Context: an optimization exercise on an open-source flow, tuned for small area, a short achievable clock period and few clock cycles per item. The choices shown serve that exercise and are no tape-out recipe. Function was checked by simulation only, so behaviour that the tests miss may differ from the original. Power is estimated from default activity; no workload was simulated.

## design.v

```verilog
module link_parser #(
    parameter CTR_W = 32
) (
    input  wire             clk,
    input  wire             rst,           
    input  wire             in_valid,
    input  wire [7:0]       in_data,
    output wire             in_ready,
    output wire             out_valid,
    input  wire             out_ready,
    output wire [7:0]       out_data,
    output wire             out_last,
    output reg  [CTR_W-1:0] err_framing,
    output reg  [CTR_W-1:0] err_length,
    output reg  [CTR_W-1:0] err_crc
);
    localparam [7:0] START   = 8'hAA;
    localparam [7:0] VERSION = 8'h01;
    localparam [7:0] STOP    = 8'h55;
    localparam [7:0] MAX_LEN = 8'd240;
    localparam integer N = 245;
    localparam [2:0] S_WAIT     = 3'd0,
                     S_HDR0     = 3'd1,
                     S_HDR1     = 3'd2,
                     S_HDR2     = 3'd3,
                     S_HDR3     = 3'd4,
                     S_PAYLOAD  = 3'd5,
                     S_CHECKSUM = 3'd6,
                     S_END      = 3'd7;
    reg       in_rdy;
    reg       ir_v;
    reg [7:0] ir_d;
    assign in_ready = in_rdy;
    always @(posedge clk) begin
        ir_d <= in_data;
        if (rst) ir_v <= 1'b0;
        else     ir_v <= in_valid && in_rdy;
    end
    reg [2:0] stage;
    reg [7:0] crc;
    reg [7:0] rem;                 
    reg [7:0] crc_next;
    integer k;
    always @(*) begin
        crc_next = ((stage == S_HDR0) ? 8'h00 : crc) ^ ir_d;
        for (k = 0; k < 8; k = k + 1)
            crc_next = crc_next[7] ? ((crc_next << 1) ^ 8'h31) : (crc_next << 1);
    end
    wire p_wait = ir_v && stage == S_WAIT;
    wire p_hdr0 = ir_v && stage == S_HDR0;
    wire p_hdr3 = ir_v && stage == S_HDR3;
    wire p_pay  = ir_v && stage == S_PAYLOAD;
    wire p_chk  = ir_v && stage == S_CHECKSUM;
    wire p_end  = ir_v && stage == S_END;
    wire len_bad = ir_d > MAX_LEN;
    wire crc_ok  = ir_d == crc;
    wire stop_ok = ir_d == STOP;
    reg  st_store;
    wire wr_en  = ir_v && st_store;
    wire commit = p_end && stop_ok;
    wire abort  = (p_hdr3 && len_bad) || (p_chk && !crc_ok) || (p_end && !stop_ok);
    reg ev_fram, ev_len, ev_crc;
    always @(posedge clk) begin
        if (rst) begin
            stage   <= S_WAIT;
            st_store <= 1'b0;
            ev_fram <= 1'b0;
            ev_len  <= 1'b0;
            ev_crc  <= 1'b0;
        end else begin
            ev_len  <= p_hdr3 && len_bad;
            ev_crc  <= p_chk && !crc_ok;
            ev_fram <= p_end && !stop_ok;
            if (ir_v) begin
                case (stage)
                    S_WAIT:     if (ir_d == START) stage <= S_HDR0;
                    S_HDR0:     stage <= (ir_d == VERSION) ? S_HDR1 : S_WAIT;
                    S_HDR1:     stage <= S_HDR2;
                    S_HDR2:     stage <= S_HDR3;
                    S_HDR3:     stage <= len_bad ? S_WAIT :
                                         (ir_d == 8'd0) ? S_CHECKSUM : S_PAYLOAD;
                    S_PAYLOAD:  if (rem == 8'd1) stage <= S_CHECKSUM;
                    S_CHECKSUM: stage <= crc_ok ? S_END : S_WAIT;
                    default:    stage <= S_WAIT;
                endcase
                case (stage)
                    S_HDR0:     st_store <= (ir_d == VERSION);
                    S_HDR1:     st_store <= 1'b1;
                    S_HDR2:     st_store <= 1'b1;
                    S_HDR3:     st_store <= !len_bad && (ir_d != 8'd0);
                    S_PAYLOAD:  st_store <= (rem != 8'd1);
                    default:    st_store <= 1'b0;
                endcase
            end
        end
    end
    always @(posedge clk) begin
        if (ir_v && stage != S_CHECKSUM && stage != S_END && stage != S_WAIT)
            crc <= crc_next;
        if (p_hdr3)
            rem <= ir_d;
        else if (p_pay)
            rem <= rem - 1'b1;
    end
    always @(posedge clk) begin
        if (rst) begin
            err_framing <= {CTR_W{1'b0}};
            err_length  <= {CTR_W{1'b0}};
            err_crc     <= {CTR_W{1'b0}};
        end else begin
            if (ev_fram) err_framing <= err_framing + 1'b1;
            if (ev_len)  err_length  <= err_length + 1'b1;
            if (ev_crc)  err_crc     <= err_crc + 1'b1;
        end
    end
    localparam integer R = 248;
    localparam integer D = 8;     
    reg  [7:0]     T;
    reg  [7:0]     lpos;           
    reg  [8*R-1:0] ring;           
    wire [7:0] vq = R - 1 - T;     
    function [7:0] addm(input [7:0] a, input [7:0] b, input c);
        reg [8:0] t;
        begin
            t = {1'b0, a} + {1'b0, b} + c;
            addm = (t >= R) ? t - R : t[7:0];
        end
    endfunction
    reg        ractive;            
    reg  [7:0] rtap;               
    reg  [1:0] rs;                 
    reg  [7:0] rlen;               
    reg  [7:0] rcnt;               
    reg        room;               
    reg        in_att;             
    reg  [7:0] s_cur;              
    reg        cpend;              
    reg  [7:0] qhead;
    reg  [7:0] qm [0:D-2];
    reg  [3:0] qh, qt;
    reg  [4:0] qn;
    reg  [8:0] wb0, wb1;
    reg  [1:0] wbn;
    wire       live    = ractive || in_att || (qn != 5'd0);
    wire       vq_busy = live && (rtap == R - 1 || lpos > rtap);
    wire       next_ok = lpos == 8'd0;           
    wire       p_st  = wr_en && !abort;
    wire       c_v   = (wbn != 2'd0) || p_st;
    wire [8:0] c     = (wbn != 2'd0) ? wb0 : {stage == S_HDR1, ir_d};
    wire       wr    = c_v && !vq_busy && (c[8] || next_ok);
    wire       pop_w = wr && (wbn != 2'd0);
    wire       psh_w = p_st && !(wr && wbn == 2'd0);
    wire [1:0] wbn_nx = abort ? 2'd0 : wbn + psh_w - pop_w;
    wire       t_start = wr && c[8];             
    wire       push_q  = cpend && wbn == 2'd0;   
    wire       cpend_nx = commit || (cpend && !push_q);
    wire [7:0] tail = ring[8*R-1 -: 8];
    wire [7:0] inj  = wr ? c[7:0] : tail;
    always @(posedge clk)
        ring <= {ring[8*R-9:0], inj};
    wire [7:0] slot = ring[8*{rtap[7:1], 1'b0} +: 8];
    wire       over = ractive && rs == 2'd3 && rcnt == rlen;
    wire       cap  = ractive && !over && room && !rtap[0];   
    reg       p_v, o0_v, o1_v;
    reg [7:0] p_d, o0_d, o1_d;
    reg       p_len, p_l, o0_l, o1_l;
    wire      p_last = p_len ? (p_d == 8'd0) : p_l;
    wire pop = o0_v && out_ready;
    wire mv  = p_v && !(o1_v && !pop);       
    wire [1:0] t_now = {1'b0, p_v} + {1'b0, o0_v} + {1'b0, o1_v};
    wire [1:0] t_nx  = t_now + cap - pop;
    wire       q_to_head = push_q && (qn == 5'd0 || (qn == 5'd1 && jump));
    wire       jump  = (!ractive || over) && qn != 5'd0;
    reg  [7:0] rtap_nx;
    always @(*) begin
        if (ractive && !over)
            rtap_nx = cap ? rtap : addm(rtap, 8'd0, 1'b1);
        else if (qn != 5'd0)
            rtap_nx = addm(qhead, T, 1'b1);
        else if (in_att)
            rtap_nx = addm(s_cur, T, 1'b1);
        else
            rtap_nx = t_start ? 8'd0 : addm(lpos, 8'd0, 1'b1);
    end
    integer i;
    always @(posedge clk) begin
        if (rst) begin
            T       <= 8'd0;
            ractive <= 1'b0;
            lpos    <= 8'd0;
            rtap    <= R - 1;
            rs      <= 2'd0;
            room    <= 1'b0;
            in_att  <= 1'b0;
            cpend   <= 1'b0;
            wbn     <= 2'd0;
            qh      <= 4'd0;
            qt      <= 4'd0;
            qn      <= 5'd0;
            in_rdy  <= 1'b0;
            p_v     <= 1'b0;
            o0_v    <= 1'b0;
            o1_v    <= 1'b0;
        end else begin
            T      <= (T == R - 1) ? 8'd0 : T + 1'b1;
            lpos   <= wr ? 8'd0 : addm(lpos, 8'd0, 1'b1);
            in_rdy <= wbn_nx == 2'd0 && qn + cpend <= D - 1;
            room   <= t_nx != 2'd3;
            wbn    <= wbn_nx;
            cpend  <= cpend_nx;
            if (t_start) begin
                in_att <= 1'b1;
                s_cur  <= vq;
            end else if (push_q || abort) begin
                in_att <= 1'b0;
            end
            if (push_q && !q_to_head)
                qt <= (qt == D - 2) ? 4'd0 : qt + 1'b1;
            if (jump && qn != 5'd1)
                qh <= (qh == D - 2) ? 4'd0 : qh + 1'b1;
            qn <= qn + push_q - jump;
            rtap <= rtap_nx;
            if (jump) begin
                ractive <= 1'b1;
                rs      <= 2'd0;
            end else if (over) begin
                ractive <= 1'b0;
            end else if (cap) begin
                case (rs)
                    2'd0: rs <= 2'd1;
                    2'd1: rs <= 2'd2;
                    2'd2: rs <= 2'd3;
                    default: ;
                endcase
            end
            if (cap)     p_v <= 1'b1;
            else if (mv) p_v <= 1'b0;
            if (pop) begin
                o0_v <= o1_v || mv;
                o1_v <= o1_v && mv;
            end else if (mv) begin
                if (o0_v) o1_v <= 1'b1;
                else      o0_v <= 1'b1;
            end
        end
        if (push_q && !q_to_head)
            qm[qt] <= s_cur;
        if (q_to_head)
            qhead <= s_cur;
        else if (jump)
            qhead <= qm[qh];
        if (pop_w) wb0 <= (wbn == 2'd2) ? wb1 : {stage == S_HDR1, ir_d};
        else if (psh_w && wbn == 2'd0) wb0 <= {stage == S_HDR1, ir_d};
        if (psh_w && (wbn - pop_w) == 2'd1) wb1 <= {stage == S_HDR1, ir_d};
        if (cap) begin
            if (rs == 2'd2) rlen <= slot;
            rcnt <= (rs == 2'd2) ? 8'd0 : rcnt + 1'b1;
            p_d   <= slot;
            p_len <= rs == 2'd2;
            p_l   <= rs == 2'd3 && rcnt + 1'b1 == rlen;
        end
        if (pop) begin
            if (o1_v) begin
                o0_d <= o1_d; o0_l <= o1_l;
                o1_d <= p_d;  o1_l <= p_last;
            end else begin
                o0_d <= p_d;  o0_l <= p_last;
            end
        end else if (mv) begin
            if (o0_v) begin o1_d <= p_d; o1_l <= p_last; end
            else      begin o0_d <= p_d; o0_l <= p_last; end
        end
    end
    assign out_valid = o0_v;
    assign out_data  = o0_d;
    assign out_last  = o0_l;
endmodule
```

## flow/run.sh

```bash
#!/bin/bash
set -euo pipefail
bash standard.sh SETUP_SLACK_MARGIN=6 finish > flow_make.log 2>&1
```

## standard.sh

```bash
#!/bin/bash
# synth_recipe.tcl (not shown) runs the flow's synth.tcl, then flattens the netlist and writes it again
# the make line also repeats each setting of config.mk as NAME=value (left out here)
make -C /OpenROAD-flow-scripts/flow DESIGN_CONFIG=/design/flow/config.mk WORK_HOME=/design/flow/orfs CLKGATE_MAP_FILE= SYNTH_SCRIPT=/design/flow/synth_recipe.tcl "${@:-finish}"
```

## config.mk

```make
export PLATFORM = sky130hd
export DESIGN_NAME = link_parser
export DESIGN_NICKNAME = link_parser
export VERILOG_FILES = /design/flow/design.v
export SDC_FILE = /design/flow/constraint.sdc
export NUM_CORES = 4
export LEC_CHECK = 0
export CAP_MARGIN = 20
export CORE_MARGIN = 2
export CORE_UTILIZATION = 44
export CTS_CLUSTER_DIAMETER = 100
export CTS_CLUSTER_SIZE = 25
export PLACE_DENSITY = 0.6
export SETUP_SLACK_MARGIN = 5
export SLEW_MARGIN = 20
```

## constraint.sdc

```tcl
create_clock -name core_clock -period 9.0 [get_ports {clk}]
set_input_delay 1.8000 -clock core_clock [delete_from_list [all_inputs] [get_ports {clk}]]
set_output_delay 1.8000 -clock core_clock [all_outputs]
set_load 0.01 [all_outputs]
```

==> run summary, run 1 <==
status -> finished clean
global-route wire length before repair -> 173,800 µm
antenna viol nets, final -> 0
worst hold path type -> reg2reg
Gate Count Post-Synth -> 3,949
endpoints failing setup -> 0
vias in the first global route -> 29.84k
Core ar. -> 141,900 µm²
Synth cell types -> 74
gr ovfl total -> 0
RSZ-0062 raised after global routing -> true
CTS buffer count -> 102
Post-synth EDFFs -> 150
Clk Latency, worst-skew pair -> 0.75 ns
Lkg Pwr -> 27.24 nW
I/O pin count -> 119
Critical Path AT -> 1.36 ns
Synth Cell Area -> 63,030 µm²
Nets -> 4,338
clk slew on worst S/H paths -> 0.09 ns
cells along the critical path -> buf_2
Overall Power -> 18.28 mW
initial antenna violation count -> 3
syn_nets -> 4,027
hold slack -> 0.2954 ns
Worst Tran Pin Value -> 0.8881 ns
CTS Buffer Depth -> 3
final wirelength -> 110,700 µm
Async S/R FF share, synth -> 0
Die W -> 382.5 µm
share of layout cells above drive strength 1 -> 0.2352
initial core utilization -> 0.4441
Slew HR -> 0.4017
Initial DRC Count -> 1,639
area leader, netlist -> dfxtp_1
Final Cell Area -> 71,900 µm²
Clock Skew -> 0.05200 ns
most frequent cells in the layout -> dfxtp_1 (2,023), mux4_2 (328), nor2_1 (205), buf_4 (187), edfxtp_1 (150)
# rows -> 138
slowest stage cell, crit path -> edfxtp_1
Max Freq -> 316.7 MHz
Crit Path Class -> reg2out
P per Cell Area -> 254.3 nW/µm²
top_reg_cell synth -> dfxtp_1
critical path endpoint category -> primary output
Setup crit start kind -> register
max incr delay on CP -> 0.45 ns
register area share after synthesis -> 0.7536
Final GP Congestion -> 0.7874
synth warn -> 1
post-synthesis register bit count -> 2,298
Clock Sinks -> 2,298
Post-DP Area -> 66,320 µm²
minimum clock period -> 3.158 ns
critical path's top delay family -> flip-flops
height of the die -> 382.5 µm
H-tree level count -> 3
Total GRT Usage -> 0.1505
setup TNS -> 0 ns
routed len/inst -> 17.88 µm
MaxCap Viol Count -> 0
DRT Pass-1 Iters -> 5
Hold Violations, Final -> 0
post-synth top area share -> 0.6822
largest net degree at the start of global routing -> 84
CTS tree -> done
Layout Area Growth over Synthesis -> 14.06%
Pins Over Slew Limit -> 0
clk root buf -> clkbuf_16
mean area per synthesized cell -> 15.96 µm²
Max VDD drop -> 0.1647 mV
drt drc -> 0
Final HPWL DP -> 64,930 µm
Buf/Inv on CP -> 1
DR vias/cell -> 4.772
Total Die Area -> 146,300 µm²
Area contributors post-synth -> dfxtp_1 (68%), mux4_2 (12%), edfxtp_1 (7.1%)
crit-path max FO -> 1
I/O Buffers -> 118
Vias -> 29.53k
Antenna diodes -> 0
commonest non-fill, non-tap cell in the layout -> dfxtp_1
period utilization -> 0.3509
Worst EP required -> 7.20 ns
cell families (layout without fill, tap and decap cells):
family                   count (synthesis)  in the layout  synth area share
flip-flops                            2298           2298            0.7536
AND/OR/NAND/NOR                        605            605           0.04567
multiplexers                           388            388            0.1271
AO/OA/AOI/OAI                          218            219           0.02164
buffers and inverters                  188            536           0.01253
XOR/XNOR                               186            186           0.02584
adder cells (fa/ha/maj)                 66             66           0.01358
metal layers:
metal	track usage	vias up	part of all wire
met3	0.02340	123	0.038
li1	-	14340	-
met5	0	-	0
met1	0.2221	14640	0.50
met4	0.04076	0	0.019
met2	0.2309	423	0.44
registers in the layout, summed over array words and instances, names as in the netlist, 9 cells and up, named ones only:
| signal | cells |
|---|---|
| wb1 | 9 |
| err_framing | 32 |
| ring | 1984 |
| err_crc | 32 |
| wb0 | 9 |
| qm | 56 |
| err_length | 32 |
stage by stage:
| step | utilization | instances | setup slack, ns |
|---|---|---|---|
| 3_5_place_dp | 0.4673 | 5851 | 4.424 |
| 6_report | 0.5066 | 6188 | 5.842 |
| 4_1_cts | 0.5029 | 6145 | 5.763 |
| 5_1_grt | 0.5066 | 6188 | 5.727 |
| 2_1_floorplan | - | 3949 | 5.649 |
| 3_3_place_gp | 0.4673 | 5851 | 4.441 |
final timing paths:
kind	start	end	slack, ns	cells after the start
worst min-delay path	ring[1194]$_DFF_P_	ring[1202]$_DFF_P_	0.30	0
worst max register to register	qn[3]$_SDFF_PP0_	in_rdy$_SDFF_PP0_	5.87	15
worst max-delay path	o0_d[2]$_DFFE_PP_	out_data[2]	5.84	1
worst min register to register	ring[1194]$_DFF_P_	ring[1202]$_DFF_P_	0.30	0
power by group:
group          switching (mW)  total, mW  internal (mW)
registers               0.129       10.5           10.4
logic                    1.42       2.56           1.14
clock network            2.99       5.21           2.21
total                    4.54       18.3           13.7
synth_stat cells (all sizes together), types with 5 or more instances:
library cell,n
nand2b,10
and4,14
mux2i,41
a31oi,10
ha,62
inv,58
o31a,6
nor2b,12
mux4,328
and3,23
o31ai,5
or2,7
mux2,19
nand3,61
xnor2,80
nor2,210
xor2,106
o21bai,5
o21ai,59
edfxtp,150
clkbuf,70
nand2,142
nand4,36
or3,19
a21o,6
o22ai,9
and2,6
nor4,17
buf,59
a21oi,71
nor3b,6
nor3,29
o211ai,6
dfxtp,2148
nor4b,6
area by class of cell:
class                   instances  area, µm²
clock buffers                 133       2731
clock inverters                 9      188.9
fillers                     11750      70040
inverters                      59      244.0
multi-input cells            1464      15310
flip-flops and latches       2298      47770
well taps                    1890       2365
repair buffers                335       3284
timing repair:
item,4_1_cts,5_1_grt
resized for setup,823,60
pin swaps,35,30
setup buffers,144,42
hold buffers,0,0
gates cloned,8,1
endpoints found under the setup margin,248,173
Testbench counts, summed over its fixed seeds: cycles 16,654, bytes 15,426.
==> run 2: changes to the inputs <==
==> flow/run.sh (replaced) <==
#!/bin/bash
set -euo pipefail
bash standard.sh SETUP_SLACK_MARGIN=6.2 finish > flow_make.log 2>&1
--- a/config.mk
+++ b/config.mk
@@ -7,7 +7,7 @@
 export LEC_CHECK = 0
 export CAP_MARGIN = 20
 export CORE_MARGIN = 2
-export CORE_UTILIZATION = 44
+export CORE_UTILIZATION = 42
 export CTS_CLUSTER_DIAMETER = 100
 export CTS_CLUSTER_SIZE = 25
 export PLACE_DENSITY = 0.6
==> run 2 against run 1 <==
Compared with the run above:
- still clean on timing, DRC and antenna
- die area rose by 4.7%
- critical path depth rose by 12
- worst setup slack got worse by 0.056 ns
- critical path type is now reg2reg
==> run summary, run 2 <==
period utilization -> 0.3571
Layout Area Growth over Synthesis -> 15.93%
Final Util -> 0.4890
synth warn -> 1
Pins Over Slew Limit -> 0
I/O Buffers -> 118
Slew HR -> 0.3378
post-synthesis register bit count -> 2,298
Clock Skew -> 0.03258 ns
Area contributors post-synth -> dfxtp_1 (68%), mux4_2 (12%), edfxtp_1 (7.1%)
setup TNS -> 0 ns
crit-path max FO -> 4
share of layout cells above drive strength 1 -> 0.2435
# rows -> 142
Synth cell types -> 74
Worst EP required -> 9.45 ns
top_reg_cell synth -> dfxtp_1
register area share after synthesis -> 0.7536
critical path endpoint category -> register
initial antenna violation count -> 2
Total Die Area -> 153,200 µm²
final wirelength -> 113,300 µm
commonest non-fill, non-tap cell in the layout -> dfxtp_1
Nets -> 4,374
Clock Sinks -> 2,298
height of the die -> 391.4 µm
max reg flops -> 1,984
Initial DRC Count -> 1,528
Core ar. -> 149,400 µm²
DRT Pass-1 Iters -> 5
cells along the critical path -> inv_2, ha_4, or4b_4, or3_1, o31a_1, o31ai_4, o211ai_2, buf_12, nor2_4, buf_4, ha_4, a2111oi_4, buf_4
Critical Path AT -> 3.67 ns
max incr delay on CP -> 0.48 ns
Async S/R FF share, synth -> 0
largest net degree at the start of global routing -> 94
slowest stage cell, crit path -> or4b_4
most common cell in the synthesized netlist -> dfxtp_1
Vias -> 29.70k
worst hold path type -> reg2reg
endpoints failing setup -> 0
minimum clock period -> 3.214 ns
area leader, netlist -> dfxtp_1
Cells after DPL -> 5,975
Final HPWL DP -> 62,480 µm
global-route wire length before repair -> 174,400 µm
MaxCap Viol Count -> 0
Total GRT Usage -> 0.1451
post-synth top area share -> 0.6822
mean area per synthesized cell -> 15.96 µm²
antenna viol nets, final -> 0
Lkg Pwr -> 27.72 nW
Post-Layout Cell Count -> 6,346
routed len/inst -> 17.85 µm
RSZ-0062 raised after global routing -> true
Synth Cell Area -> 63,030 µm²
Post-synth EDFFs -> 150
status -> finished clean
Max VDD drop -> 0.1655 mV
Die W -> 391.4 µm
clk slew on worst S/H paths -> 0.11 ns
initial core utilization -> 0.4219
I/O pin count -> 119
Gate Count Post-Synth -> 3,949
CTS Buffer Depth -> 3
gr ovfl total -> 0
Overall Power -> 18.83 mW
DR vias/cell -> 4.681
Worst Tran Pin Value -> 0.9934 ns
Crit Path Class -> reg2reg
P per Cell Area -> 257.7 nW/µm²
most frequent cells in the layout -> dfxtp_1 (2,028), mux4_2 (328), nor2_1 (205), buf_4 (180), edfxtp_1 (150)
Max Freq -> 311.2 MHz
H-tree level count -> 3
CTS tree -> done
clk root buf -> clkbuf_16
Clk Latency, worst-skew pair -> 0.74 ns
Hold Violations, Final -> 0
largest reg by FF count -> ring
Top Registers -> ring (1984), qm (56)
syn_nets -> 4,027
Setup crit start kind -> register
drt drc -> 0
hold slack -> 0.3108 ns
Final GP Congestion -> 0.7729
vias in the first global route -> 29.82k
CTS buffer count -> 103
Commonest cells post-synth -> dfxtp_1 (2,148), mux4_2 (328), nor2_1 (210)
-- run 2: cell types whose count changed in the layout (fill, tap and decap cells not counted), moves of 6 or more --
cell    change
buf_16     +19
buf_12     +11
buf_4       -7
mux2_4      +7
mux2_1      -6
-- run 2: power breakdown --
part | switching (mW) | leakage (nW) | total [mW] | internal, mW
clock | 3.05 | 1.39 | 5.19 | 2.14
combinational | 1.59 | 7.62 | 3.12 | 1.53
sequential | 0.144 | 18.7 | 10.5 | 10.4
total | 4.78 | 27.7 | 18.8 | 14.1
-- run 2: cell families (layout without fill, tap and decap cells) --
group                    count (synthesis)  count (layout)  synth area share
XOR/XNOR                               186             186           0.02584
adder cells (fa/ha/maj)                 66              66           0.01358
multiplexers                           388             388            0.1271
other                                    0               1                 0
AND/OR/NAND/NOR                        605             605           0.04567
buffers and inverters                  188             568           0.01253
AO/OA/AOI/OAI                          218             218           0.02164
flip-flops                            2298            2298            0.7536
-- run 2: final cells by class --
| class | instances | area [µm²] |
|---|---|---|
| diodes | 1 | 2.502 |
| repair buffers | 370 | 4219 |
| well taps | 2016 | 2522 |
| fillers | 12410 | 76350 |
| flip-flops and latches | 2298 | 47760 |
| multi-input cells | 1463 | 15400 |
| clock inverters | 11 | 224.0 |
| repair inverters | 1 | 8.758 |
| clock buffers | 127 | 2668 |
| inverters | 59 | 265.3 |
-- run 2: path summary, 6_finish.rpt --
kind / start / to / slack (ns) / depth (start not counted)
worst min-delay path: ring[78]$_DFF_P_ / ring[86]$_DFF_P_ / 0.31 / 0
worst min register to register: ring[78]$_DFF_P_ / ring[86]$_DFF_P_ / 0.31 / 0
worst max-delay path: qn[3]$_SDFF_PP0_ / wb1[8]$_DFFE_PP_ / 5.79 / 13
worst max register to register: qn[3]$_SDFF_PP0_ / wb1[8]$_DFFE_PP_ / 5.79 / 13
-- run 2: timing repair --
item,in CTS,in global routing
gates cloned,23,9
setup buffers,154,46
hold buffers,0,0
gates resized for setup,851,49
setup endpoints to repair,248,311
pin swaps,53,34
-- run 2: critical path, delay by kind of cell (launching register included) --
kind | cells | cell delay, ns
DFF | 1 | 0.34
buffers and inverters | 4 | 0.59
AOI/OAI and AO/OA | 4 | 0.75
and+or+nand+nor | 3 | 0.93
adders and majority gates | 2 | 0.34
-- run 2: routing by layer --
layer	wire, µm	track usage	vias up
li1	-	-	14420
met5	0	0	-
met3	4033	0.01909	122
met2	50390	0.2252	382
met1	56810	0.2151	14780
met4	2071	0.03524	0
-- run 2: metrics by stage --
stage               area, µm²  setup WS, ns
floorplan               63290         5.649
global placement        66560         4.254
detailed placement      66560         4.155
CTS                     72320         5.802
global route            73070         5.653
finish                  73070         5.786
==> run 3: changes to the inputs <==
--- a/design.v
+++ b/design.v
@@ -158,7 +158,14 @@
     wire [7:0] inj  = wr ? c[7:0] : tail;
     always @(posedge clk)
         ring <= {ring[8*R-9:0], inj};
-    wire [7:0] slot = ring[8*{rtap[7:1], 1'b0} +: 8];
+    wire [R/2-1:0] tsel = {{(R/2-1){1'b0}}, 1'b1} << rtap[7:1];
+    reg  [7:0]     slot;
+    integer k2;
+    always @(*) begin
+        slot = 8'h00;
+        for (k2 = 0; k2 < R/2; k2 = k2 + 1)
+            slot = slot | (ring[16*k2 +: 8] & {8{tsel[k2]}});
+    end
     wire       over = ractive && rs == 2'd3 && rcnt == rlen;
     wire       cap  = ractive && !over && room && !rtap[0];   
     reg       p_v, o0_v, o1_v;
==> flow/run.sh (replaced) <==
#!/bin/bash
set -euo pipefail
bash standard.sh SETUP_SLACK_MARGIN=6 finish > flow_make.log 2>&1
==> run 3 against run 2 <==
Compared with the run above:
- via count up 32%
- count of clock-buffer cells in the layout up 1
- synthesized area down 0.43%
- clock skew up 0.032 ns
- cell count up 12%
- sequential cell count unchanged
- sequential share of layout area down 1.4 points
- critical path depth down 1
- die area down 0.43%
- critical path type unchanged
==> run summary, run 3 <==
status -> finished clean
period utilization -> 0.3558
Worst Tran Pin Value -> 1.197 ns
Layout Area Growth over Synthesis -> 18.93%
endpoints failing setup -> 0
max reg flops -> 1,984
worst hold path startpoint -> ring[1961]$_DFF_P_
antenna viol nets, final -> 0
most common cell in the synthesized netlist -> dfxtp_1
vias in the first global route -> 36.85k
DR vias/cell -> 5.511
max incr delay on CP -> 0.58 ns
post-synthesis register bit count -> 2,298
Async S/R FF share, synth -> 0
Commonest cells post-synth -> dfxtp_1 (2,148), nor2_1 (258), nand2_1 (214)
Max Freq -> 312.3 MHz
R2R cell count -> 12
global-route wire length before repair -> 255,400 µm
share of layout cells above drive strength 1 -> 0.2069
Hold Path Sink -> ring[1969]$_DFF_P_
largest reg by FF count -> ring
Layout fillers -> 12.53k
Hold Violations, Final -> 0
syn_nets -> 4,772
I/O Buffers -> 118
Top Registers -> ring (1984), qm (56)
clk root buf -> clkbuf_16
Post-DP Area -> 66,440 µm²
Slew HR -> 0.1959
largest net degree at the start of global routing -> 79
CTS Buffer Depth -> 3
initial core utilization -> 0.4240
mean area per synthesized cell -> 13.37 µm²
worst reg2reg path startpoint -> rtap[2]$_SDFFE_PP1P_
initial antenna violation count -> 7
Worst EP required -> 9.45 ns
P per Cell Area -> 261.6 nW/µm²
worst hold path type -> reg2reg
Total GRT Usage -> 0.2288
commonest non-fill, non-tap cell in the layout -> dfxtp_1
height of the die -> 390.6 µm
post-synth top area share -> 0.6852
r2r endpoint -> p_d[1]$_DFFE_PP_
Synth Cell Area -> 62,760 µm²
Total Die Area -> 152,500 µm²
Pins Over Slew Limit -> 0
MaxCap Viol Count -> 0
minimum clock period -> 3.202 ns
I/O pin count -> 119
top_reg_cell synth -> dfxtp_1
worst hold path depth -> 0
# rows -> 141
DRT Pass-1 Iters -> 7
Gate Count Post-Synth -> 4,694
Final GP Congestion -> 0.9367
synth warn -> 1
critical path endpoint category -> register
H-tree level count -> 3
drt drc -> 0
Die W -> 390.6 µm
Post-synth EDFFs -> 150
Core ar. -> 148,000 µm²
Clock Sinks -> 2,298
reg2reg setup slack -> 5.80 ns
Clock Skew -> 0.06465 ns
clk slew on worst S/H paths -> 0.11 ns
Setup crit start kind -> register
RSZ-0062 raised after global routing -> true
Critical Path AT -> 3.65 ns
CTS buffer count -> 102
crit-path max FO -> 6
Initial DRC Count -> 4,360
gr ovfl total -> 0
Lkg Pwr -> 28.31 nW
final wirelength -> 185,000 µm
Crit Path Class -> reg2reg
cells along the critical path -> buf_12, buf_4, buf_12, nand2b_4, buf_6, nor2_4, buf_6, a222oi_1, mux4_2, nand3_2, nor4_2, nand4_1
Final Cell Area -> 74,650 µm²
Final HPWL DP -> 114,200 µm
slowest stage cell, crit path -> a222oi_1
Max VDD drop -> 0.2201 mV
Synth cell types -> 91
most frequent cells in the layout -> dfxtp_1 (2,026), buf_4 (308), nor2_1 (219), nand2_1 (201), a22oi_1 (177)
Vias -> 39.09k
routed len/inst -> 26.08 µm
Overall Power -> 19.53 mW
register area share after synthesis -> 0.7569
CTS tree -> done
area leader, netlist -> dfxtp_1
setup TNS -> 0 ns
Clk Latency, worst-skew pair -> 0.80 ns
Nets -> 5,208
Area contributors post-synth -> dfxtp_1 (69%), edfxtp_1 (7.2%), a22oi_1 (2.3%)
==> run 3: changes by cell type in the layout (fill, tap and decap cells not counted), sizes merged, moves of 29 or more <==
cell	before	now
mux4	328	10
a22oi	2	195
buf	350	509
nand3	61	168
nand2	142	216
o21ai	59	124
a21oi	71	126
a32oi	0	53
nor2	210	259
and3	23	66
a221oi	3	45
a222oi	0	31
a22o	1	30
nor3	29	58
==> run 3: worst max path at each step <==
stage,slack [ns],from,to,cells after the start
floorplan,5.64,rtap[7]$_SDFFE_PP1P_,in_rdy$_SDFF_PP0_,22
global placement,4.71,rtap[5]$_SDFFE_PP1P_,in_rdy$_SDFF_PP0_,14
detailed placement,4.60,rtap[5]$_SDFFE_PP1P_,in_rdy$_SDFF_PP0_,14
CTS,5.81,rtap[2]$_SDFFE_PP1P_,in_rdy$_SDFF_PP0_,17
global route,5.61,qn[1]$_SDFF_PP0_,in_rdy$_SDFF_PP0_,14
finish,5.80,rtap[2]$_SDFFE_PP1P_,p_d[1]$_DFFE_PP_,12
==> run 3: area by class of cell <==
type / count / area, µm² / area share
Inverter: 61 / 259.0 / 0.003470
Sequential cell: 2298 / 47750 / 0.6397
Timing Repair Buffer: 537 / 5545 / 0.07429
Tap cell: 1930 / 2415 / 0.03235
Clock buffer: 128 / 2681 / 0.03592
Multi-Input combinational cell: 2130 / 15820 / 0.2119
Clock inverter: 8 / 170.2 / 0.002280
Antenna cell: 1 / 2.502 / 0.00003352
==> run 3: cell families (layout without fill, tap and decap cells) <==
logic type                 after synthesis  count (layout)  share of synthesized area
DFF                                   2298            2298                     0.7569
and+or+nand+nor                        957             959                    0.07400
AOI/OAI and AO/OA                      821             821                    0.09410
buffers and inverters                  268             734                    0.01720
xor gates and xnor gates               191             191                    0.02665
muxes                                   93              93                    0.01748
adders and majority gates               66              66                    0.01364
other                                    0               1                          0
==> run 3: through the flow <==
step,std cells,setup WS (ns),utilization,hold WS [ns]
6_report,7093,5.798,0.5043,0.2898
5_1_grt,7092,5.607,0.5043,0.3070
4_1_cts,6955,5.811,0.4889,0.2793
3_5_place_dp,6606,4.597,0.4489,0.3121
3_3_place_gp,6606,4.709,0.4488,0.3096
2_1_floorplan,4694,5.643,-,0.3096
==> run 3: where the power goes <==
part | internal [mW] | leakage (nW) | switching, mW | total [mW]
Clock | 2.13 | 1.37 | 3.08 | 5.21
Sequential | 10.4 | 18.7 | 0.125 | 10.5
Combinational | 1.41 | 8.21 | 2.35 | 3.77
Total | 14.0 | 28.3 | 5.56 | 19.5
==> run 3: layer usage <==
layer | up-vias | share of wire | global-route usage
met4 | 6 | 0.043 | 0.08185
li1 | 17400 | - | -
met2 | 1976 | 0.43 | 0.3481
met3 | 446 | 0.097 | 0.04824
met1 | 19270 | 0.43 | 0.3215
met5 | - | 0.00046 | 0
==> run 3: critical path, delay by kind of cell (launching register included) <==
| family | cells | cell delay, ns |
|---|---|---|
| compound gates | 1 | 0.58 |
| buf+inv | 5 | 0.68 |
| flops | 1 | 0.37 |
| mux | 1 | 0.39 |
| simple gates | 5 | 0.86 |
==> run 3: timing repair <==
action / CTS / global route
pin swaps: 55 / 116
setup buffers: 201 / 127
gates cloned: 12 / 10
endpoints found under the setup margin: 240 / 185
resized for setup: 875 / 231
hold buffers: 0 / 0
Testbench counts of run 3, summed over its fixed seeds: cycles 16,654, bytes 15,426.

-- port drivers added, routing unchanged --
How much do the figures lean on ideal ports? The routed layouts below were timed once more, with nothing changed but the port constraints. Step 1 assumes that a clkbuf_16 drives the clock port and a buf_2 every other input. Step 2 also shifts input and output timing later by t, the mid clock arrival at the registers, as if the neighbouring blocks saw the same clock. Slacks: ideal ports / drivers / drivers and shift; pairs: ideal ports / drivers.
run	shift t [ns]	setup slack, ns	worst setup path after step 2
run 1	0.787	5.842 / 5.775 / 5.290	input to register
run 2	0.800	5.786 / 5.786 / 5.426	input to register
run 3	0.846	5.798 / 5.798 / 5.301	input to register
After both steps setup and hold are still met in every run listed. For run 1, which loses most, drivers alone change the setup slack by -0.067 ns; drivers and shift together by -0.552 ns.
